What follows belongs to an exercise in optimizing a design on an open flow for small area, a short achievable clock period and few clock cycles; a production flow would make more cautious choices.
The RTL was checked by simulation tests, not by an equivalence proof against the original design.

<file path="design.v">
module rustvm_core (
  input  wire        clk,
  input  wire        rst,           
  input  wire        run_start,
  input  wire [15:0] prog_len,
  output wire [15:0] imem_addr,
  input  wire [71:0] imem_data,
  output reg         out_valid,
  input  wire        out_ready,
  output reg  [1:0]  out_kind,
  output reg  [63:0] out_data,
  output reg  [2:0]  status,
  output reg  [3:0]  cause,
  output wire [63:0] exit_code,
  output wire [15:0] pc_o,
  output wire [4:0]  sp_o,
  input  wire [3:0]  stk_addr,
  output wire [63:0] stk_data
);
  localparam [2:0] ST_IDLE    = 3'd0;
  localparam [2:0] ST_RUNNING = 3'd1;
  localparam [2:0] ST_ENDED   = 3'd2;
  localparam [2:0] ST_HALTED  = 3'd3;
  localparam [2:0] ST_FAULTED = 3'd4;
  localparam [3:0] C_NONE      = 4'd0;
  localparam [3:0] C_OVERFLOW  = 4'd1;
  localparam [3:0] C_UNDERFLOW = 4'd2;
  localparam [3:0] C_DIVZERO   = 4'd3;
  localparam [3:0] C_ILLMEM    = 4'd4;
  localparam [3:0] OP_PUSH  = 4'd0;
  localparam [3:0] OP_ADD   = 4'd1;
  localparam [3:0] OP_SUB   = 4'd2;
  localparam [3:0] OP_MUL   = 4'd3;
  localparam [3:0] OP_DIV   = 4'd4;
  localparam [3:0] OP_DUP   = 4'd5;
  localparam [3:0] OP_DUMP  = 4'd6;
  localparam [3:0] OP_PRINT = 4'd7;
  localparam [3:0] OP_JMP   = 4'd8;
  localparam [3:0] OP_EQ    = 4'd9;
  localparam [3:0] OP_JNZ   = 4'd10;
  localparam [3:0] OP_HALT  = 4'd11;
  localparam [3:0] OP_NEQ   = 4'd13;
  localparam [1:0] K_PRINT = 2'd0;
  localparam [1:0] K_DHEAD = 2'd1;
  localparam [1:0] K_DELEM = 2'd2;
  localparam [1:0] PH_EXEC = 2'd0;   
  localparam [1:0] PH_MD   = 2'd1;   
  localparam [1:0] PH_OUT  = 2'd2;   
  function automatic [72:0] padd(input [71:0] x, input [71:0] y, input ci);
    reg [71:0] p, g, pp, gg;
    integer l, k, j;
    begin
      p  = x ^ y;
      g  = x & y;
      g[0] = g[0] | (p[0] & ci);
      pp = p;
      gg = g;
      for (l = 0; l < 7; l = l + 1)
        for (k = 0; k < 72; k = k + 1)
          if ((k >> l) & 1) begin
            j = ((k >> l) << l) - 1;
            gg[k] = gg[k] | (pp[k] & gg[j]);
            pp[k] = pp[k] & pp[j];
          end
      padd = {gg[71], p ^ {gg[70:0], ci}};
    end
  endfunction
  reg [15:0] pc;
  reg  [4:0] sp;
  reg [63:0] tos;                  
  reg [63:0] nos;                  
  reg [63:0] arr [0:15];           
  reg        pend;                 
  reg  [3:0] pidx;
  reg  [1:0] ph;
  reg        dumping;
  reg  [4:0] didx;
  wire running = (status == ST_RUNNING);
  reg  bubble;                     
  wire exec    = running && (ph == PH_EXEC) && !bubble;
  wire [3:0]  op  = imem_data[67:64];
  wire [63:0] opd = imem_data[63:0];
  wire [15:0] pc1      = pc + 16'd1;
  wire        at_end   = (pc == prog_len);
  wire        end_next = (pc1 == prog_len);
  wire [4:0] didx1 = didx + 5'd1;
  wire [3:0] spm1 = sp[3:0] - 4'd1;
  wire [3:0] spm2 = sp[3:0] - 4'd2;
  wire [3:0] spm3 = sp[3:0] - 4'd3;
  wire sp0    = (sp == 5'd0);
  wire sp_lt2 = (sp < 5'd2);
  wire sp16   = sp[4];
  wire tos1   = (tos == 64'd1);
  wire tos0   = (tos == 64'd0);
  wire nos0   = (nos == 64'd0);
  wire tgt_ge;     
  wire [72:0] tgt_sum = padd({56'd0, opd[15:0]}, {56'd0, ~prog_len}, 1'b1);
  assign tgt_ge = tgt_sum[16];
  wire tgt_bad = (|opd[63:16]) || tgt_ge;
  wire dup_bad = (|opd[63:5]) || (opd[4:0] >= sp);
  wire take_jump = (op == OP_JMP) || (op == OP_JNZ);
  assign imem_addr = exec ? (take_jump ? opd[15:0] : pc1) : pc;
  assign pc_o = pc;
  assign sp_o = sp;
  wire [3:0]  dup_addr  = spm1 - opd[3:0];
  wire [3:0]  base_addr = (ph == PH_OUT) ? didx1[3:0] : spm3;
  wire [3:0]  rd_addr   = (ph == PH_EXEC && op == OP_DUP) ? dup_addr : base_addr;
  wire [63:0] rd        = arr[rd_addr];
  wire [63:0] dup_val  = (opd[3:0] == 4'd0) ? tos : rd;
  wire [63:0] dump_val = rd;
  wire        halted = (status == ST_HALTED);
  assign stk_data  = arr[stk_addr];
  assign exit_code = halted ? tos : (status == ST_FAULTED) ? 64'd202 : 64'd0;
  wire        alu_sub = (op != OP_ADD);
  wire [63:0] alu_out;
  wire [72:0] alu_full = padd({8'd0, nos}, {8'd0, tos ^ {64{alu_sub}}}, alu_sub);
  assign alu_out = alu_full[63:0];
  wire        eq   = (nos == tos);
  wire        md_start = exec && !at_end && !sp_lt2 &&
                         ((op == OP_MUL) || (op == OP_DIV && !nos0 && !tos0));
  wire        md_done;
  wire [63:0] md_result;
  wire [63:0] md_tos, md_nos;      
  wire md_isdiv = (op == OP_DIV);
  localparam MW = 71;            
  localparam MR = 3;             
  reg          md_div;          
  reg    [4:0] md_cnt;          
  reg    [1:0] md_qd;           
  reg [MW-1:0] md_s;            
  reg [MW-1:0] md_c;            
  reg   [63:0] md_d;            
  wire div_now = exec ? md_isdiv : md_div;
  function automatic [69:0] norm(input [63:0] v);
    reg [63:0] z;               
    reg [5:0]  cn [0:63];       
    integer l, g;
    begin
      for (g = 0; g < 64; g = g + 1) begin
        z[g]  = !v[g];
        cn[g] = 6'd0;
      end
      for (l = 1; l <= 6; l = l + 1)
        for (g = 0; g < (64 >> l); g = g + 1) begin
          cn[g] = z[2*g+1] ? (cn[2*g] | (6'd1 << (l - 1))) : cn[2*g+1];
          z[g]  = z[2*g+1] & z[2*g];
        end
      norm = {cn[0], v << cn[0]};
    end
  endfunction
  wire [5:0]  nzb, nza;
  wire [63:0] bn, an;
  assign {nzb, bn} = norm(tos);
  assign {nza, an} = norm(nos);
  wire [6:0] ndig = {1'b0, nzb} + 7'd1 - {1'b0, nza};
  function automatic [6:0] iter3(input [6:0] n);
    case (n)
      7'd1: iter3 = {2'd2, 5'd1};
      7'd2: iter3 = {2'd1, 5'd1};
      7'd3: iter3 = {2'd0, 5'd1};
      7'd4: iter3 = {2'd2, 5'd2};
      7'd5: iter3 = {2'd1, 5'd2};
      7'd6: iter3 = {2'd0, 5'd2};
      7'd7: iter3 = {2'd2, 5'd3};
      7'd8: iter3 = {2'd1, 5'd3};
      7'd9: iter3 = {2'd0, 5'd3};
      7'd10: iter3 = {2'd2, 5'd4};
      7'd11: iter3 = {2'd1, 5'd4};
      7'd12: iter3 = {2'd0, 5'd4};
      7'd13: iter3 = {2'd2, 5'd5};
      7'd14: iter3 = {2'd1, 5'd5};
      7'd15: iter3 = {2'd0, 5'd5};
      7'd16: iter3 = {2'd2, 5'd6};
      7'd17: iter3 = {2'd1, 5'd6};
      7'd18: iter3 = {2'd0, 5'd6};
      7'd19: iter3 = {2'd2, 5'd7};
      7'd20: iter3 = {2'd1, 5'd7};
      7'd21: iter3 = {2'd0, 5'd7};
      7'd22: iter3 = {2'd2, 5'd8};
      7'd23: iter3 = {2'd1, 5'd8};
      7'd24: iter3 = {2'd0, 5'd8};
      7'd25: iter3 = {2'd2, 5'd9};
      7'd26: iter3 = {2'd1, 5'd9};
      7'd27: iter3 = {2'd0, 5'd9};
      7'd28: iter3 = {2'd2, 5'd10};
      7'd29: iter3 = {2'd1, 5'd10};
      7'd30: iter3 = {2'd0, 5'd10};
      7'd31: iter3 = {2'd2, 5'd11};
      7'd32: iter3 = {2'd1, 5'd11};
      7'd33: iter3 = {2'd0, 5'd11};
      7'd34: iter3 = {2'd2, 5'd12};
      7'd35: iter3 = {2'd1, 5'd12};
      7'd36: iter3 = {2'd0, 5'd12};
      7'd37: iter3 = {2'd2, 5'd13};
      7'd38: iter3 = {2'd1, 5'd13};
      7'd39: iter3 = {2'd0, 5'd13};
      7'd40: iter3 = {2'd2, 5'd14};
      7'd41: iter3 = {2'd1, 5'd14};
      7'd42: iter3 = {2'd0, 5'd14};
      7'd43: iter3 = {2'd2, 5'd15};
      7'd44: iter3 = {2'd1, 5'd15};
      7'd45: iter3 = {2'd0, 5'd15};
      7'd46: iter3 = {2'd2, 5'd16};
      7'd47: iter3 = {2'd1, 5'd16};
      7'd48: iter3 = {2'd0, 5'd16};
      7'd49: iter3 = {2'd2, 5'd17};
      7'd50: iter3 = {2'd1, 5'd17};
      7'd51: iter3 = {2'd0, 5'd17};
      7'd52: iter3 = {2'd2, 5'd18};
      7'd53: iter3 = {2'd1, 5'd18};
      7'd54: iter3 = {2'd0, 5'd18};
      7'd55: iter3 = {2'd2, 5'd19};
      7'd56: iter3 = {2'd1, 5'd19};
      7'd57: iter3 = {2'd0, 5'd19};
      7'd58: iter3 = {2'd2, 5'd20};
      7'd59: iter3 = {2'd1, 5'd20};
      7'd60: iter3 = {2'd0, 5'd20};
      7'd61: iter3 = {2'd2, 5'd21};
      7'd62: iter3 = {2'd1, 5'd21};
      7'd63: iter3 = {2'd0, 5'd21};
      7'd64: iter3 = {2'd2, 5'd22};
      default: iter3 = 7'd0;
    endcase
  endfunction
  wire [6:0] it3    = iter3(ndig);                 
  wire [6:0] niter  = {2'b00, it3[4:0]};
  function automatic [1:0] mod3(input [5:0] x);
    case (x)
      6'd0: mod3 = 2'd0;
      6'd1: mod3 = 2'd1;
      6'd2: mod3 = 2'd2;
      6'd3: mod3 = 2'd0;
      6'd4: mod3 = 2'd1;
      6'd5: mod3 = 2'd2;
      6'd6: mod3 = 2'd0;
      6'd7: mod3 = 2'd1;
      6'd8: mod3 = 2'd2;
      6'd9: mod3 = 2'd0;
      6'd10: mod3 = 2'd1;
      6'd11: mod3 = 2'd2;
      6'd12: mod3 = 2'd0;
      6'd13: mod3 = 2'd1;
      6'd14: mod3 = 2'd2;
      6'd15: mod3 = 2'd0;
      6'd16: mod3 = 2'd1;
      6'd17: mod3 = 2'd2;
      6'd18: mod3 = 2'd0;
      6'd19: mod3 = 2'd1;
      6'd20: mod3 = 2'd2;
      6'd21: mod3 = 2'd0;
      6'd22: mod3 = 2'd1;
      6'd23: mod3 = 2'd2;
      6'd24: mod3 = 2'd0;
      6'd25: mod3 = 2'd1;
      6'd26: mod3 = 2'd2;
      6'd27: mod3 = 2'd0;
      6'd28: mod3 = 2'd1;
      6'd29: mod3 = 2'd2;
      6'd30: mod3 = 2'd0;
      6'd31: mod3 = 2'd1;
      6'd32: mod3 = 2'd2;
      6'd33: mod3 = 2'd0;
      6'd34: mod3 = 2'd1;
      6'd35: mod3 = 2'd2;
      6'd36: mod3 = 2'd0;
      6'd37: mod3 = 2'd1;
      6'd38: mod3 = 2'd2;
      6'd39: mod3 = 2'd0;
      6'd40: mod3 = 2'd1;
      6'd41: mod3 = 2'd2;
      6'd42: mod3 = 2'd0;
      6'd43: mod3 = 2'd1;
      6'd44: mod3 = 2'd2;
      6'd45: mod3 = 2'd0;
      6'd46: mod3 = 2'd1;
      6'd47: mod3 = 2'd2;
      6'd48: mod3 = 2'd0;
      6'd49: mod3 = 2'd1;
      6'd50: mod3 = 2'd2;
      6'd51: mod3 = 2'd0;
      6'd52: mod3 = 2'd1;
      6'd53: mod3 = 2'd2;
      6'd54: mod3 = 2'd0;
      6'd55: mod3 = 2'd1;
      6'd56: mod3 = 2'd2;
      6'd57: mod3 = 2'd0;
      6'd58: mod3 = 2'd1;
      6'd59: mod3 = 2'd2;
      6'd60: mod3 = 2'd0;
      6'd61: mod3 = 2'd1;
      6'd62: mod3 = 2'd2;
      6'd63: mod3 = 2'd0;
      default: mod3 = 2'd0;
    endcase
  endfunction
  wire [1:0] ma = mod3(nza);
  wire [1:0] mb = mod3(nzb);
  wire [1:0] ex = (ma == mb) ? 2'd2 :
                  (ma == ((mb == 2'd2) ? 2'd0 : mb + 2'd1)) ? 2'd0 : 2'd1;
  wire [6:0] nextra = {5'd0, ex};
  wire [MW-1:0] a_sc = (nextra[1:0] == 2'd0) ? {{(MW-67){1'b0}}, an, 3'b000} :
                      (nextra[1:0] == 2'd1) ? {{(MW-66){1'b0}}, an, 2'b00}  :
                      (nextra[1:0] == 2'd2) ? {{(MW-65){1'b0}}, an, 1'b0}   :
                                              {{(MW-64){1'b0}}, an};
  function automatic [63:0] csa_s(input [63:0] p, input [63:0] q, input [63:0] r);
    csa_s = p ^ q ^ r;
  endfunction
  function automatic [63:0] csa_c(input [63:0] p, input [63:0] q, input [63:0] r);
    csa_c = {((p & q) | (p & r) | (q & r)), 1'b0};
  endfunction
  wire [63:0] ms  = exec ? 64'd0 : md_s[63:0];
  wire [63:0] mc  = exec ? 64'd0 : md_c[63:0];
  wire [63:0] pp0 = tos[0] ? nos        : 64'd0;
  wire [63:0] pp1 = tos[1] ? nos << 1   : 64'd0;
  wire [63:0] pp2 = tos[2] ? nos << 2   : 64'd0;
  wire [63:0] pp3 = tos[3] ? nos << 3   : 64'd0;
  wire [63:0] pp4 = tos[4] ? nos << 4   : 64'd0;
  wire [63:0] pp5 = tos[5] ? nos << 5   : 64'd0;
  wire [63:0] pp6 = tos[6] ? nos << 6   : 64'd0;
  wire [63:0] pp7 = tos[7] ? nos << 7   : 64'd0;
  wire [63:0] s1 = csa_s(pp0, pp1, pp2);
  wire [63:0] c1 = csa_c(pp0, pp1, pp2);
  wire [63:0] s2 = csa_s(pp3, pp4, pp5);
  wire [63:0] c2 = csa_c(pp3, pp4, pp5);
  wire [63:0] s3 = csa_s(pp6, pp7, ms);
  wire [63:0] c3 = csa_c(pp6, pp7, ms);
  wire [63:0] s4 = csa_s(s1, c1, s2);
  wire [63:0] c4 = csa_c(s1, c1, s2);
  wire [63:0] s5 = csa_s(c2, s3, c3);
  wire [63:0] c5 = csa_c(c2, s3, c3);
  wire [63:0] s6 = csa_s(s4, c4, s5);
  wire [63:0] c6 = csa_c(s4, c4, s5);
  wire [63:0] s7 = csa_s(s6, c6, c5);
  wire [63:0] c7 = csa_c(s6, c6, c5);
  wire [63:0] s8 = csa_s(s7, c7, mc);
  wire [63:0] c8 = csa_c(s7, c7, mc);
  function automatic [1:0] qsel(input [3:0] ts, input [3:0] tc);
    reg [3:0] p, g;
    reg       c3;
    begin
      p = ts ^ tc;
      g = ts & tc;
      c3 = g[2] | (p[2] & g[1]) | (p[2] & p[1] & g[0]);
      qsel = {!(p[3] ^ c3), (p[3] ^ c3) && !(&p)};    
    end
  endfunction
  function automatic [1:0] qnext(input [4:0] bs, input [4:0] bc, input [4:0] bt);
    reg [4:0] ns, nm;
    begin
      ns = bs ^ bc ^ bt;
      nm = (bs & bc) | (bs & bt) | (bc & bt);
      qnext = qsel(ns[4:1], nm[3:0]);
    end
  endfunction
  wire [MW-1:0] md_dd = {{(MW-69){1'b0}}, md_d, 5'b00000};
  function automatic [2*MW-1:0] step(input [MW-1:0] sv, input [MW-1:0] cv, input qp, input qn,
                                    input [MW-1:0] fd);
    reg [MW-1:0] s2v, c2v, tv, mj;
    begin
      s2v  = {sv[MW-2:0], 1'b0};
      c2v  = {cv[MW-2:0], 1'b0};
      tv   = qp ? ~fd : (qn ? fd : {MW{1'b0}});
      mj   = (s2v & c2v) | (s2v & tv) | (c2v & tv);
      step = {s2v ^ c2v ^ tv, mj[MW-2:0], qp};
    end
  endfunction
  reg  [MW-1:0] sa, ca;          
  reg  [MW-1:0] ws_n, wc_n;
  reg  [MW-1:0] s2w, c2w;
  reg          qpos, qneg;
  reg  [1:0]   cp, cz, cm;
  reg  [MR-1:0] qb, qmb, qb_t;
  reg          qsrc, qmsrc, qsrc_t;
  integer md_i;
  task automatic conv(input pos, input neg);
    begin
      qsrc_t = qsrc; qb_t = qb;
      if (pos) begin
        qb    = {qb_t, 1'b1};
        qmsrc = qsrc_t; qmb = {qb_t, 1'b0};
      end else if (neg) begin
        qsrc  = qmsrc; qb = {qmb, 1'b1};
        qmb   = {qmb, 1'b0};
      end else begin
        qb    = {qb_t, 1'b0};
        qmb   = {qmb, 1'b1};
      end
    end
  endtask
  always @(*) begin
    {sa, ca} = step(md_s, md_c, md_qd[1], md_qd[0], md_dd);
    qsrc = 1'b0; qb = {MR{1'b0}};
    qmsrc = 1'b1; qmb = {MR{1'b0}};
    conv(md_qd[1], md_qd[0]);
    s2w  = {md_s[MW-2:0], 1'b0};
    c2w  = {md_c[MW-2:0], 1'b0};
    cp   = qnext(s2w[MW-1:MW-5], c2w[MW-1:MW-5], ~md_dd[MW-1:MW-5]);
    cz   = qnext(s2w[MW-1:MW-5], c2w[MW-1:MW-5], 5'd0);
    cm   = qnext(s2w[MW-1:MW-5], c2w[MW-1:MW-5], md_dd[MW-1:MW-5]);
    {qpos, qneg} = md_qd[1] ? cp : (md_qd[0] ? cm : cz);
    ws_n = sa; wc_n = ca;
    for (md_i = 0; md_i < MR - 1; md_i = md_i + 1) begin
      conv(qpos, qneg);
      s2w  = {ws_n[MW-2:0], 1'b0};
      c2w  = {wc_n[MW-2:0], 1'b0};
      cp   = qnext(s2w[MW-1:MW-5], c2w[MW-1:MW-5], ~md_dd[MW-1:MW-5]);
      cz   = qnext(s2w[MW-1:MW-5], c2w[MW-1:MW-5], 5'd0);
      cm   = qnext(s2w[MW-1:MW-5], c2w[MW-1:MW-5], md_dd[MW-1:MW-5]);
      {ws_n, wc_n} = step(ws_n, wc_n, qpos, qneg, md_dd);
      {qpos, qneg} = qpos ? cp : (qneg ? cm : cz);
    end
  end
  wire [63:0] q_n  = {(qsrc  ? nos[63-MR:0] : tos[63-MR:0]), qb};
  wire [63:0] qm_n = {(qmsrc ? nos[63-MR:0] : tos[63-MR:0]), qmb};
  wire [MW-1:0] md_acc;             
  wire [72:0] md_accf = padd({1'b0, sa}, {1'b0, ca}, 1'b0);
  assign md_acc = md_accf[MW-1:0];
  wire [63:0] qlast  = md_qd[0] ? {nos[62:0], 1'b1} : {tos[62:0], md_qd[1]};
  wire [63:0] qmlast = md_qd[1] ? {tos[62:0], 1'b0} : {nos[62:0], !md_qd[0]};
  wire [63:0] qfin   = md_acc[MW-1] ? qmlast : qlast;
  wire   mul_more = (tos != 64'd0) && (nos != 64'd0);
  assign md_done   = md_div ? (md_cnt == 5'd0) : !mul_more;
  assign md_result = md_div ? qfin : md_acc[64:1];
  assign md_nos = div_now ? (exec ? {64{1'b1}} : qm_n) : {nos[55:0], 8'd0};
  assign md_tos = div_now ? (exec ? 64'd0 : q_n)       : {8'd0, tos[63:8]};
  always @(posedge clk) begin
    if (md_start) begin
      md_div <= md_isdiv;
      md_cnt      <= niter[4:0];
      md_d        <= bn;
      md_qd       <= 2'b00;
      md_s        <= md_isdiv ? a_sc : {{(MW-64){1'b0}}, s8};
      md_c        <= md_isdiv ? {MW{1'b0}} : {{(MW-64){1'b0}}, c8};
    end else if (md_div) begin
      if (md_cnt != 5'd0) begin
        md_cnt <= md_cnt - 5'd1;
        md_s   <= ws_n;
        md_c   <= wc_n;
        md_qd  <= {qpos, qneg};
      end
    end else if (mul_more) begin
      md_s[63:0] <= s8;
      md_c[63:0] <= c8;
    end
  end
  task automatic fault(input [3:0] c);
    begin
      status    <= ST_FAULTED;
      cause     <= c;
    end
  endtask
  task automatic push(input [63:0] v);
    begin
      nos  <= tos;
      tos  <= v;
      sp   <= sp + 5'd1;
      pend <= 1'b1;
      pidx <= sp[3:0];
    end
  endtask
  task automatic binop(input [63:0] v);
    begin
      tos  <= v;
      nos  <= rd;
      sp   <= sp - 5'd1;
      pend <= 1'b1;
      pidx <= spm2;
    end
  endtask
  task automatic next;
    begin
      pc <= pc1;
      if (end_next) status <= ST_ENDED;
    end
  endtask
  always @(posedge clk) begin
    if (pend) arr[pidx] <= tos;
  end
  always @(posedge clk) begin
    pend   <= 1'b0;
    bubble <= 1'b0;
    if (rst) begin
      status    <= ST_IDLE;
      cause     <= C_NONE;
      pc        <= 16'd0;
      sp        <= 5'd0;
      ph        <= PH_EXEC;
      out_valid <= 1'b0;
      out_kind  <= K_PRINT;
      out_data  <= 64'd0;
      dumping   <= 1'b0;
      didx      <= 5'd0;
    end else begin
      case (status)
        ST_IDLE, ST_ENDED: begin
          if (run_start) begin
            status <= ST_RUNNING;
            ph     <= PH_EXEC;
          end
        end
        ST_RUNNING: begin
          case (ph)
            PH_EXEC: begin
              if (bubble) begin
              end else if (at_end) begin
                status    <= ST_ENDED;
              end else begin
                case (op)
                  OP_PUSH: begin
                    if (sp16) fault(C_OVERFLOW);
                    else begin push(opd); pc <= pc1; end
                  end
                  OP_ADD, OP_SUB, OP_EQ, OP_NEQ: begin
                    if (sp_lt2) fault(C_UNDERFLOW);
                    else begin
                      case (op)
                        OP_ADD, OP_SUB: binop(alu_out);
                        OP_EQ:   binop({63'd0, eq});
                        default: binop({63'd0, !eq});
                      endcase
                      pc <= pc1;
                    end
                  end
                  OP_MUL: begin
                    if (sp_lt2) fault(C_UNDERFLOW);
                    else begin pc <= pc1; ph <= PH_MD; tos <= md_tos; nos <= md_nos; end
                  end
                  OP_DIV: begin
                    if (sp_lt2) fault(C_UNDERFLOW);
                    else if (nos0 || tos0) fault(C_DIVZERO);
                    else begin pc <= pc1; ph <= PH_MD; tos <= md_tos; nos <= md_nos; end
                  end
                  OP_DUP: begin
                    if (dup_bad) fault(C_UNDERFLOW);
                    else if (sp16) fault(C_OVERFLOW);
                    else begin push(dup_val); pc <= pc1; end
                  end
                  OP_DUMP: begin
                    out_valid <= 1'b1;
                    out_kind  <= K_DHEAD;
                    out_data  <= {59'd0, sp};
                    dumping   <= 1'b1;
                    didx      <= 5'h1F;          
                    pc        <= pc1;
                    ph        <= PH_OUT;
                  end
                  OP_PRINT: begin
                    if (sp0) fault(C_UNDERFLOW);
                    else begin
                      out_valid <= 1'b1;
                      out_kind  <= K_PRINT;
                      out_data  <= tos;
                      pc        <= pc1;
                      ph        <= PH_OUT;
                    end
                  end
                  OP_JMP: begin
                    if (tgt_bad) fault(C_ILLMEM);
                    else pc <= opd[15:0];
                  end
                  OP_JNZ: begin
                    if (tgt_bad) fault(C_ILLMEM);
                    else if (sp0) fault(C_UNDERFLOW);
                    else if (tos1) begin
                      tos <= nos;
                      nos <= rd;
                      sp  <= sp - 5'd1;
                      pc  <= opd[15:0];
                    end else begin
                      next;
                      bubble <= 1'b1;
                    end
                  end
                  OP_HALT: begin
                    if (sp0) fault(C_UNDERFLOW);
                    else begin
                      sp        <= sp - 5'd1;    
                      status    <= ST_HALTED;
                    end
                  end
                  default: next;   
                endcase
              end
            end
            PH_MD: begin
              if (md_done) begin
                binop(md_result);
                ph <= PH_EXEC;
              end else begin
                tos <= md_tos;
                nos <= md_nos;
              end
            end
            default: begin   
              if (out_ready) begin
                if (dumping && didx1 != sp) begin
                  out_kind <= K_DELEM;
                  out_data <= dump_val;
                  didx     <= didx1;
                end else begin
                  out_valid <= 1'b0;
                  dumping   <= 1'b0;
                  ph        <= PH_EXEC;
                  if (at_end) status <= ST_ENDED;
                end
              end
            end
          endcase
        end
        default: ;   
      endcase
    end
  end
endmodule
</file>
<file path="flow/run.sh">
#!/bin/bash
# Layout: the standard flow (standard.sh), unchanged except that
# - the port buffers placed at global placement are plain buffers (buf_4,
#   which timing repair may resize within the buf family) instead of the
#   flow's default pick, a delay buffer (clkdlybuf4s50_1), which adds about
#   half a nanosecond to every path from an input or to an output;
# - timing repair does not clone gates.
# Each step's full output goes to a log of its own in this folder.
set -euo pipefail
bash standard.sh synth > synth.log 2>&1
export BUFFER_PORTS_ARGS="-buffer_cell sky130_fd_sc_hd__buf_4"
# Timing repair without gate cloning: a clone placed far from its driver can
# leave that driver with a long wire and a max-slew violation.
export SKIP_GATE_CLONING=1
bash standard.sh floorplan > floorplan.log 2>&1
bash standard.sh place > place.log 2>&1
bash standard.sh cts > cts.log 2>&1
bash standard.sh route > route.log 2>&1
bash standard.sh finish > finish.log 2>&1
</file>
<file path="standard.sh">
#!/bin/bash
# synth_recipe.tcl (not shown) runs the flow's synth.tcl, then flattens the netlist and writes it again
# the make line also repeats each setting of config.mk as NAME=value (left out here)
make -C /OpenROAD-flow-scripts/flow DESIGN_CONFIG=/design/flow/config.mk WORK_HOME=/design/flow/orfs CLKGATE_MAP_FILE= SYNTH_SCRIPT=/design/flow/synth_recipe.tcl "${@:-finish}"
</file>
<file path="config.mk">
export PLATFORM = sky130hd
export DESIGN_NAME = rustvm_core
export DESIGN_NICKNAME = rustvm_core
export VERILOG_FILES = /design/flow/design.v
export SDC_FILE = /design/flow/constraint.sdc
export NUM_CORES = 4
export LEC_CHECK = 0
export CAP_MARGIN = 20
export CORE_MARGIN = 2
export CORE_UTILIZATION = 40
export PLACE_DENSITY = 0.6
export SETUP_SLACK_MARGIN = 4.5
export SLEW_MARGIN = 20
export TNS_END_PERCENT = 100
</file>
<file path="constraint.sdc">
create_clock -name core_clock -period 10.0 [get_ports {clk}]
set_input_delay 2.0000 -clock core_clock [delete_from_list [all_inputs] [get_ports {clk}]]
set_output_delay 2.0000 -clock core_clock [all_outputs]
set_load 0.01 [all_outputs]
</file>
==> out/metrics.csv, run 1 <==
stage,metric,value,unit
timing,max_freq,0.169,GHz
synth,ys_ff_latch,1473,
synth,synth_cells,9980,
floorplan,die_h,537,um
timing,setup_ws,4.09,ns
global_routing,antenna_found_initial,51,
cells_and_area,instances_no_fill,14278,
global_routing,grt_max_degree,87,
flow_run,maxCapViolations,0,
synth,synthTopCellsByArea,"edfxtp_1 (36%), fa_1 (12%), mux4_2 (12%), mux2i_1 (4.4%), nand2_1 (2.9%)",
setup_path,crit_chain,buf_16 -> buf_16 -> buf_4 -> buf_12 -> mux4_2 -> mux4_2 -> buf_4,
synth,syn_nets,11014,
clock_tree,root_buffer,clkbuf_16,
placed_design,dp_hpwl,327,mm
floorplan,core_area,282000,um^2
timing,tightest_slew,1.22,ns
timing,fin_crit,5.91,ns
floorplan,floorplan.die.width,537,um
clock_tree,cts.sinks,1473,
cells_and_area,synthToLayoutAreaGrowth,17.8,%
clock_tree,clk_pin_slew,0.06,ns
setup_path,worst_path_max_delay_cell,mux4_2,
placed_design,dp_slack,2.25,ns
synth,ys_async_sr_fraction,0,%
detailed_routing,vias_per_cell,6.61,
clock_tree,cts-htree-levels,4,
global_routing,grt_pass1_vias,93589,
setup_path,crit_path_start_kind,primary input,
synth,synth.top_cell.area_share,36.1,%
timing,setup_viol,0,
cells_and_area,fillers,25136,
synth,syn_area_per_cell,11.4,um^2
setup_path,critical_path_class,in2out,
clock_tree,clock_latency,0.87,ns
clock_tree,cts_buffer_depth,4,
placed_design,place.gp.congestion,1.02,
global_routing,grt_pass1_wl,701,mm
synth,yosysTopAreaCell,edfxtp_1,
timing,finalCritPeriodShare,59.1,%
placed_design,placed_cells,13574,
status,status,timing/DRC/antenna clean,
floorplan,die_area,288000,um^2
detailed_routing,firstDrtPassIters,13,
cells_and_area,layout-drive-gt1-share,22.6,%
timing,hold_viol_final,0,
detailed_routing,wl_per_cell,35.3,um
setup_path,cp.required,8.00,ns
detailed_routing,drtIter0Drc,13944,
setup_path,slowest_delay,0.60,ns
floorplan,start_util,40.2,%
floorplan,ios,335,
hold_path,hp-class,reg2reg,
clock_tree,cts_tree,built,
synth,yosys.cell_types.count,100,
timing,finalMaxSlewViolations,0,
setup_path,rr_startpoint,md_qd[1],
floorplan,fp-row-count,195,
cells_and_area,fin_util,47.4,%
setup_path,arrival,3.91,ns
setup_path,crit_fanout,11,
setup_path,crit_path_end_kind,primary output,
synth,synth_area,113000,um^2
setup_path,critPathBufInv,5,
detailed_routing,vias,94362,
timing,max_slew_margin,18.2,%
detailed_routing,drc,0,
cells_and_area,fin_nets,11403,
synth,yosys_warnings,3,
global_routing,track_usage,34.0,%
detailed_routing,routed_wl,504,mm
synth,synthFlopType,edfxtp_1,
timing,finClkSkew,0.0478,ns
detailed_routing,final_antenna_net_count,0,
setup_path,crit_path_start,stk_addr[1],
clock_tree,numCtsBuffers,171,
synth,synth_edf_count,1366,
placed_design,port_buffers,330,
global_routing,grt_overflow_total,0,
setup_path,crit_family,multiplexers,
clock_tree,ctsHoldBuffers,0,
timing,rsz0062_at_grt,true,
timing,setup_tns,0,ns
synth,ys_seq_area_share,38.0,%
hold_path,min_from,cause[3],
-- worst reg2reg max path, delay by kind of cell, from the launching register on --
family	cells	cell delay, ns
and+or+nand+nor	1	0.25
DFF	1	0.37
buffers and inverters	8	1.23
AOI/OAI and AO/OA	10	2.73
adders and majority gates	2	0.87
-- through the flow --
stage	hold slack (ns)	cell area, um^2
floorplan	0.459	114000
global placement	0.468	121000
detailed placement	0.471	121000
CTS	0.484	132000
global route	0.494	134000
finish	0.486	134000
-- kinds of logic (layout without fill, tap and decap cells) --
logic type,Yosys count,after routing,synth area share [%]
AO/OA/AOI/OAI,2134,2134,12.5
XOR/XNOR,312,312,2.41
adder cells (fa/ha/maj),938,938,15.0
buffers and inverters,1561,2077,5.35
flip-flops,1473,1473,38.0
multiplexers,1157,1157,16.8
other,0,39,0
AND/OR/NAND/NOR,2405,2405,10.0
-- state kept, by name, summed over array words and instances, names as in the netlist, 5 cells and up --
register / cells
md_cnt: 5
nos: 64
didx: 5
arr: 1024
md_s: 70
out_data: 64
pc: 16
md_d: 64
tos: 64
md_c: 70
sp: 5
-- Yosys cell counts, types with 17 or more instances --
library cell	number
a211oi_1	120
a21o_1	96
a21oi_1	494
a221o_1	131
a221oi_1	72
a222oi_1	81
a22oi_1	72
a31oi_1	120
and2_1	438
and3_1	28
buf_1	110
buf_2	101
clkbuf_1	613
dfxtp_1	107
edfxtp_1	1366
fa_1	697
ha_1	241
inv_1	710
mux2_2	63
mux2i_1	504
mux4_2	588
nand2_1	888
nand2b_1	29
nand3_1	79
nand4_1	41
nor2_1	566
nor2b_1	85
nor3_1	87
nor4_1	61
o211ai_1	52
o21a_1	29
o21ai_0	533
o21bai_1	23
o221ai_1	52
o22ai_1	48
o31ai_1	41
or3_1	17
or4_1	18
xnor2_1	208
xor2_1	103
-- layout by cell type (no fill, tap or decap), types with 39 or more instances in the layout --
cell type,Yosys,layout
a211oi_1,120,109
a21o_1,96,95
a21oi_1,494,457
a221o_1,131,131
a221oi_1,72,69
a222oi_1,81,81
a22oi_1,72,57
a31oi_1,120,109
and2_1,438,434
buf_12,0,115
buf_16,0,50
buf_4,13,782
buf_6,5,91
clkbuf_1,613,43
clkbuf_16,0,174
dfxtp_1,107,98
diode_2,0,39
edfxtp_1,1366,1366
fa_1,697,682
ha_1,241,219
inv_1,710,694
mux2_2,63,62
mux2i_1,504,497
mux4_2,588,588
nand2_1,888,874
nand3_1,79,71
nand4_1,41,41
nor2_1,566,527
nor2b_1,85,81
nor3_1,87,75
o211ai_1,52,52
o21ai_0,533,485
o21ai_1,13,41
o221ai_1,52,50
o22ai_1,48,46
o31ai_1,41,39
xnor2_1,208,193
xor2_1,103,100
-- worst paths after layout --
kind,end,slack (ns),cells past startpoint
max reg2reg,tos[1],4.29,21
min,cause[3],0.49,1
min reg2reg,cause[3],0.49,1
max,stk_data[8],4.09,7
-- routing by layer --
| metal | vias to the layer above | GRT usage (%) | wire [um] |
|---|---|---|---|
| met5 | - | 0 | 145 |
| met4 | 22 | 21.2 | 38400 |
| met3 | 1806 | 10.2 | 64000 |
| met2 | 6884 | 51.9 | 223000 |
| met1 | 48000 | 42.4 | 178000 |
| li1 | 37650 | - | - |
-- repair_timing --
item                       CTS  global route
resized for setup          403           228
setup endpoints to repair  631           444
pin swaps                   94            78
buffers inserted           273            92
-- area by class of cell --
cell class | instances | area [um^2] | share of cell area [%]
clock inverters | 76 | 857 | 0.641
clock buffers | 224 | 4600 | 3.44
diodes | 39 | 97.6 | 0.0730
flip-flops and latches | 1473 | 43200 | 32.3
well taps | 3743 | 4680 | 3.50
inverters | 717 | 2750 | 2.06
repair buffers | 1060 | 10900 | 8.15
multi-input cells | 6946 | 66700 | 49.8
Testbench counts, summed over its fixed seeds: cycles 84,385.
==> run 2: changes to the inputs <==
--- a/design.v
+++ b/design.v
@@ -307,31 +307,41 @@
   endfunction
-  function automatic [63:0] csa_c(input [63:0] p, input [63:0] q, input [63:0] r);
-    csa_c = {((p & q) | (p & r) | (q & r)), 1'b0};
+  function automatic [63:0] csa_c(input [63:0] p, input [63:0] q, input [63:0] r, input ci);
+    csa_c = {((p & q) | (p & r) | (q & r)), ci};
   endfunction
-  wire [63:0] ms  = exec ? 64'd0 : md_s[63:0];
-  wire [63:0] mc  = exec ? 64'd0 : md_c[63:0];
-  wire [63:0] pp0 = tos[0] ? nos        : 64'd0;
-  wire [63:0] pp1 = tos[1] ? nos << 1   : 64'd0;
-  wire [63:0] pp2 = tos[2] ? nos << 2   : 64'd0;
-  wire [63:0] pp3 = tos[3] ? nos << 3   : 64'd0;
-  wire [63:0] pp4 = tos[4] ? nos << 4   : 64'd0;
-  wire [63:0] pp5 = tos[5] ? nos << 5   : 64'd0;
-  wire [63:0] pp6 = tos[6] ? nos << 6   : 64'd0;
-  wire [63:0] pp7 = tos[7] ? nos << 7   : 64'd0;
-  wire [63:0] s1 = csa_s(pp0, pp1, pp2);
-  wire [63:0] c1 = csa_c(pp0, pp1, pp2);
-  wire [63:0] s2 = csa_s(pp3, pp4, pp5);
-  wire [63:0] c2 = csa_c(pp3, pp4, pp5);
-  wire [63:0] s3 = csa_s(pp6, pp7, ms);
-  wire [63:0] c3 = csa_c(pp6, pp7, ms);
+  reg          md_yp;
+  wire         myp = exec ? 1'b0 : md_yp;
+  wire  [63:0] ms  = exec ? 64'd0 : md_s[63:0];
+  wire  [63:0] mc  = exec ? 64'd0 : md_c[63:0];
+  wire  [16:0] yb  = {tos[15:0], myp};
+  wire  [63:0] pp [0:7];
+  wire   [7:0] ng;
+  genvar k;
+  generate
+    for (k = 0; k < 8; k = k + 1) begin : booth
+      wire b1  = yb[2*k+2];
+      wire b0  = yb[2*k+1];
+      wire bm  = yb[2*k];
+      wire one = b0 ^ bm;
+      wire two = (b1 & !b0 & !bm) | (!b1 & b0 & bm);
+      assign ng[k] = b1 & !(b0 & bm);
+      wire [63:0] sel = one ? nos : (two ? {nos[62:0], 1'b0} : 64'd0);
+      assign pp[k] = (sel << (2*k)) ^ {64{ng[k]}};
+    end
+  endgenerate
+  wire [63:0] s1 = csa_s(pp[0], pp[1], pp[2]);
+  wire [63:0] c1 = csa_c(pp[0], pp[1], pp[2], ng[0]);
+  wire [63:0] s2 = csa_s(pp[3], pp[4], pp[5]);
+  wire [63:0] c2 = csa_c(pp[3], pp[4], pp[5], ng[1]);
+  wire [63:0] s3 = csa_s(pp[6], pp[7], ms);
+  wire [63:0] c3 = csa_c(pp[6], pp[7], ms, ng[2]);
   wire [63:0] s4 = csa_s(s1, c1, s2);
-  wire [63:0] c4 = csa_c(s1, c1, s2);
+  wire [63:0] c4 = csa_c(s1, c1, s2, ng[3]);
   wire [63:0] s5 = csa_s(c2, s3, c3);
-  wire [63:0] c5 = csa_c(c2, s3, c3);
+  wire [63:0] c5 = csa_c(c2, s3, c3, ng[4]);
   wire [63:0] s6 = csa_s(s4, c4, s5);
-  wire [63:0] c6 = csa_c(s4, c4, s5);
+  wire [63:0] c6 = csa_c(s4, c4, s5, ng[5]);
   wire [63:0] s7 = csa_s(s6, c6, c5);
-  wire [63:0] c7 = csa_c(s6, c6, c5);
+  wire [63:0] c7 = csa_c(s6, c6, c5, ng[6]);
   wire [63:0] s8 = csa_s(s7, c7, mc);
-  wire [63:0] c8 = csa_c(s7, c7, mc);
+  wire [63:0] c8 = csa_c(s7, c7, mc, ng[7]);
   function automatic [1:0] qsel(input [3:0] ts, input [3:0] tc);
@@ -420,10 +430,10 @@
   wire [63:0] qfin   = md_acc[MW-1] ? qmlast : qlast;
-  wire   mul_more = (tos != 64'd0) && (nos != 64'd0);
+  wire   mul_more = ((tos != 64'd0) || md_yp) && (nos != 64'd0);
   assign md_done   = md_div ? (md_cnt == 5'd0) : !mul_more;
   assign md_result = md_div ? qfin : md_acc[64:1];
-  assign md_nos = div_now ? (exec ? {64{1'b1}} : qm_n) : {nos[55:0], 8'd0};
-  assign md_tos = div_now ? (exec ? 64'd0 : q_n)       : {8'd0, tos[63:8]};
+  assign md_nos = div_now ? (exec ? {64{1'b1}} : qm_n) : {nos[47:0], 16'd0};
+  assign md_tos = div_now ? (exec ? 64'd0 : q_n)       : {16'd0, tos[63:16]};
   always @(posedge clk) begin
     if (md_start) begin
-      md_div <= md_isdiv;
+      md_div      <= md_isdiv;
       md_cnt      <= niter[4:0];
@@ -431,2 +441,3 @@
       md_qd       <= 2'b00;
+      md_yp       <= tos[15];
       md_s        <= md_isdiv ? a_sc : {{(MW-64){1'b0}}, s8};
@@ -441,2 +452,3 @@
     end else if (mul_more) begin
+      md_yp      <= tos[15];
       md_s[63:0] <= s8;
==> run 2 against run 1 <==
Compared with the run above:
- still clean
- clock skew is 0.043 ns higher
- count of clock-buffer cells in the layout is 21 lower
- flip-flop and latch count is 1 higher
- register-to-register slack worse by 0.13 ns
- die area is 6.9% higher
- worst hold slack worse by 0.026 ns
- via count is 13% higher
- core utilization is 0.55 points higher
- routed wire length is 16% higher
- global-route usage is 2.1 points higher
- critical path type unchanged
- largest cell class unchanged
- highest routed layer unchanged
==> out/metrics.csv, run 2 <==
stage,metric,value,unit,change
floorplan,start_util,40.1,%,-0.064 points
cells_and_area,layout_commonest_cell,edfxtp_1,,
synth,synthTopCellsByArea,"edfxtp_1 (34%), fa_1 (12%), mux4_2 (11%), xnor2_1 (5.2%), mux2i_1 (4.0%)",,
global_routing,grt_pass1_wl,794,mm,+13%
timing,hold_viol_final,0,,unchanged
setup_path,crit_path_end_kind,primary output,,
timing,max_slew_margin,13.5,%,-4.7 points
timing,finalCritPeriodShare,59.2,%,+0.068 points
clock_tree,clk_pin_slew,0.06,ns,about the same
synth,synth_area,121000,um^2,+7.0%
clock_tree,cts_tree,built,,
synth,synth.most_common_cell,edfxtp_1,,
global_routing,grt_max_degree,114,,+31%
clock_tree,root_buffer,clkbuf_16,,
clock_tree,clock_latency,0.91,ns,+0.04 ns
timing,max_freq,0.169,GHz,-0.11%
detailed_routing,drtIter0Drc,17510,,+26%
global_routing,grt_overflow_total,0,,unchanged
detailed_routing,vias,106424,,+13%
clock_tree,cts_buffer_depth,4,,unchanged
synth,ys_async_sr_fraction,0,%,unchanged
setup_path,critical_path_class,in2out,,
detailed_routing,wl_per_cell,38.0,um,+7.6%
timing,finalMaxSlewViolations,0,,unchanged
global_routing,grt_pass1_vias,101787,,+8.8%
cells_and_area,largest_register_ffs,1024,,unchanged
global_routing,antenna_found_initial,58,,+14%
detailed_routing,firstDrtPassIters,11,,-2
detailed_routing,drc,0,,unchanged
detailed_routing,routed_wl,585,mm,+16%
clock_tree,numCtsBuffers,177,,+3.5%
cells_and_area,layout-drive-gt1-share,24.6,%,+2.0 points
cells_and_area,reg_top3,"arr (1024), md_c (70), md_s (70)",,
setup_path,crit_path_start_kind,primary input,,
cells_and_area,fillers,26770,,+6.5%
hold_path,whs_path_depth,2,,+1
timing,setup_viol,0,,unchanged
clock_tree,cts.sinks,1474,,+0.068%
synth,yosys_warnings,3,,unchanged
setup_path,cp.required,8.00,ns,about the same
hold_path,hp-class,reg2reg,,
clock_tree,cts-htree-levels,4,,unchanged
timing,rsz0062_at_grt,true,,
placed_design,port_buffers,330,,unchanged
timing,setup_tns,0,ns,unchanged
setup_path,reg2reg_depth,23,,+9.5%
setup_path,r2r_slack,4.16,ns,-0.13 ns
status,status,timing/DRC/antenna clean,,
floorplan,die_area,308000,um^2,+6.9%
timing,tightest_slew,1.30,ns,+0.0806 ns
hold_path,hold_end,out_data[3],,
hold_path,min_from,out_data[3],,
setup_path,crit_fanout,8,,-3
synth,synth_cells,10810,,+8.3%
setup_path,rr_startpoint,status[2],,
floorplan,floorplan.die.width,555,um,+3.4%
synth,ys_seq_area_share,35.6,%,-2.5 points
synth,yosysTopAreaCell,edfxtp_1,,
synth,synth_edf_count,1367,,+0.073%
flow_run,maxCapViolations,0,,unchanged
floorplan,core_area,303000,um^2,+7.2%
floorplan,fp-row-count,202,,+3.6%
cells_and_area,fin_nets,12281,,+7.7%
setup_path,arrival,3.92,ns,about the same
cells_and_area,largest_register,arr,,
placed_design,dp_hpwl,371,mm,+14%
floorplan,ios,335,,unchanged
detailed_routing,final_antenna_net_count,0,,unchanged
synth,syn_nets,11858,,+7.7%
cells_and_area,synthToLayoutAreaGrowth,19.4,%,
synth,synth_common_cells,"edfxtp_1 (1367), nand2_1 (756), clkbuf_1 (753)",,
synth,syn_area_per_cell,11.2,um^2,-1.2%
clock_tree,ctsHoldBuffers,0,,unchanged
setup_path,rr_endpoint,md_s[33],,
timing,finClkSkew,0.0910,ns,+0.0433 ns
synth,yosys.cell_types.count,121,,+21%
global_routing,track_usage,36.1,%,+2.1 points
timing,fin_crit,5.92,ns,+0.00678 ns
synth,ys_ff_latch,1474,,+0.068%
placed_design,place.gp.congestion,1.03,,+0.83%
cells_and_area,mostFrequentLayoutCells,"edfxtp_1 (1367), buf_4 (837), nand2_1 (747), inv_1 (708), xnor2_1 (700)",,
detailed_routing,vias_per_cell,6.91,,+4.6%
floorplan,die_h,555,um,+3.4%
cells_and_area,fin_util,47.9,%,+0.55 points
synth,synth.top_cell.area_share,33.8,%,-2.3 points
synth,synthFlopType,edfxtp_1,,
==> run 2: cell count changes in the layout (fill, tap and decap cells not counted), sizes merged, moves of 59 or more <==
cell,delta
nand3,+117
and2,-175
nand2,-131
a311oi,+59
buf,+182
a22oi,+432
xnor2,+512
==> run 2: layout make-up <==
type                    count  area [um^2]  area share [%]
clock buffers             203         4590            3.17
inverters                 752         3020            2.08
repair buffers           1243        13600            9.41
multi-input cells        7585        74200            51.1
diodes                     47          118          0.0811
well taps                3978         4980            3.43
clock inverters           118         1290           0.889
flip-flops and latches   1474        43200            29.8
==> run 2: kinds of logic (layout without fill, tap and decap cells) <==
| kind of cell | Yosys count | after routing | synth area share (%) |
|---|---|---|---|
| buf+inv | 1751 | 2316 | 5.69 |
| other cells | 0 | 47 | 0 |
| flops | 1474 | 1474 | 35.6 |
| compound gates | 2510 | 2510 | 14.1 |
| fa+ha+maj | 952 | 952 | 14.3 |
| simple gates | 2128 | 2128 | 8.37 |
| xor+xnor | 793 | 793 | 5.74 |
| mux | 1202 | 1202 | 16.3 |
==> run 2: per-layer routing <==
layer	vias to the layer above	part of all wire (%)	GRT usage, %
met1	53894	36	45.9
met2	9279	41	50.8
met4	48	8.1	23.2
met3	2177	15	14.1
met5	-	0.28	1.94
li1	41026	-	-
==> run 2: how the worst max path moves through the flow <==
stage	to	cells after the start	slack, ns	start
6_report	stk_data[36]	8	4.08	stk_addr[1]
5_1_grt	md_s[63]	25	4.01	status[2]
4_1_cts	stk_data[11]	8	4.12	stk_addr[1]
3_5_place_dp	tos[41]	18	1.82	md_qd[0]
3_3_place_gp	tos[43]	18	1.91	md_qd[0]
2_1_floorplan	stk_data[40]	5	4.14	stk_addr[1]
==> run 2: critical path, stage by stage <==
cell	delay, ns
buf_16	0.14
buf_6	0.12
buf_6	0.10
buf_16	0.13
buf_12	0.14
mux4_2	0.51
mux4_2	0.55
buf_4	0.18
==> run 2: through the flow <==
step / instance area (um^2) / cells / hold WS, ns / worst slack [ns]
2_1_floorplan: 122000 / 10810 / 0.471 / 4.14
3_3_place_gp: 129000 / 14524 / 0.449 / 1.91
3_5_place_dp: 129000 / 14524 / 0.453 / 1.82
4_1_cts: 141000 / 15140 / 0.461 / 4.12
5_1_grt: 145000 / 15362 / 0.479 / 4.01
6_report: 145000 / 15400 / 0.460 / 4.08
==> run 2: repair_timing <==
| item | CTS | global route |
|---|---|---|
| setup endpoints to repair | 751 | 330 |
| gates resized for setup | 486 | 439 |
| pin swaps | 114 | 179 |
| buffers inserted | 295 | 212 |
| endpoints found under the hold margin | 0 | 0 |
Testbench counts of run 2, summed over its fixed seeds: cycles 77,516.

==> separate check: timing with driven ports <==
The flow's constraints put no driver on any port. The routed layouts listed below were extracted and timed again, unchanged, in two steps.
Step 1 (the two cells are an assumption about what drives the block):
set clk [get_ports {clk}]
set_driving_cell -lib_cell sky130_fd_sc_hd__clkbuf_16 $clk
set_driving_cell -lib_cell sky130_fd_sc_hd__buf_2 [delete_from_list [all_inputs] $clk]
Step 2 times the ports against the registers' clock, not the clock port: input delays grow and output delays shrink by t, the midpoint of the rising clock arrivals with the driver on.
Slacks: ideal / step 1 / step 2; pairs: ideal / step 1.
run	t (ns)	setup slack, ns	cell pins on the clock port's net
run 1	0.950	4.087 / 3.995 / 3.490	1
run 2	0.967	4.080 / 3.993 / 3.522	1
After both steps setup and hold are still met in every run listed. The setup slack of run 1, which loses most, moves by -0.092 ns with the drivers and by -0.597 ns with both steps.
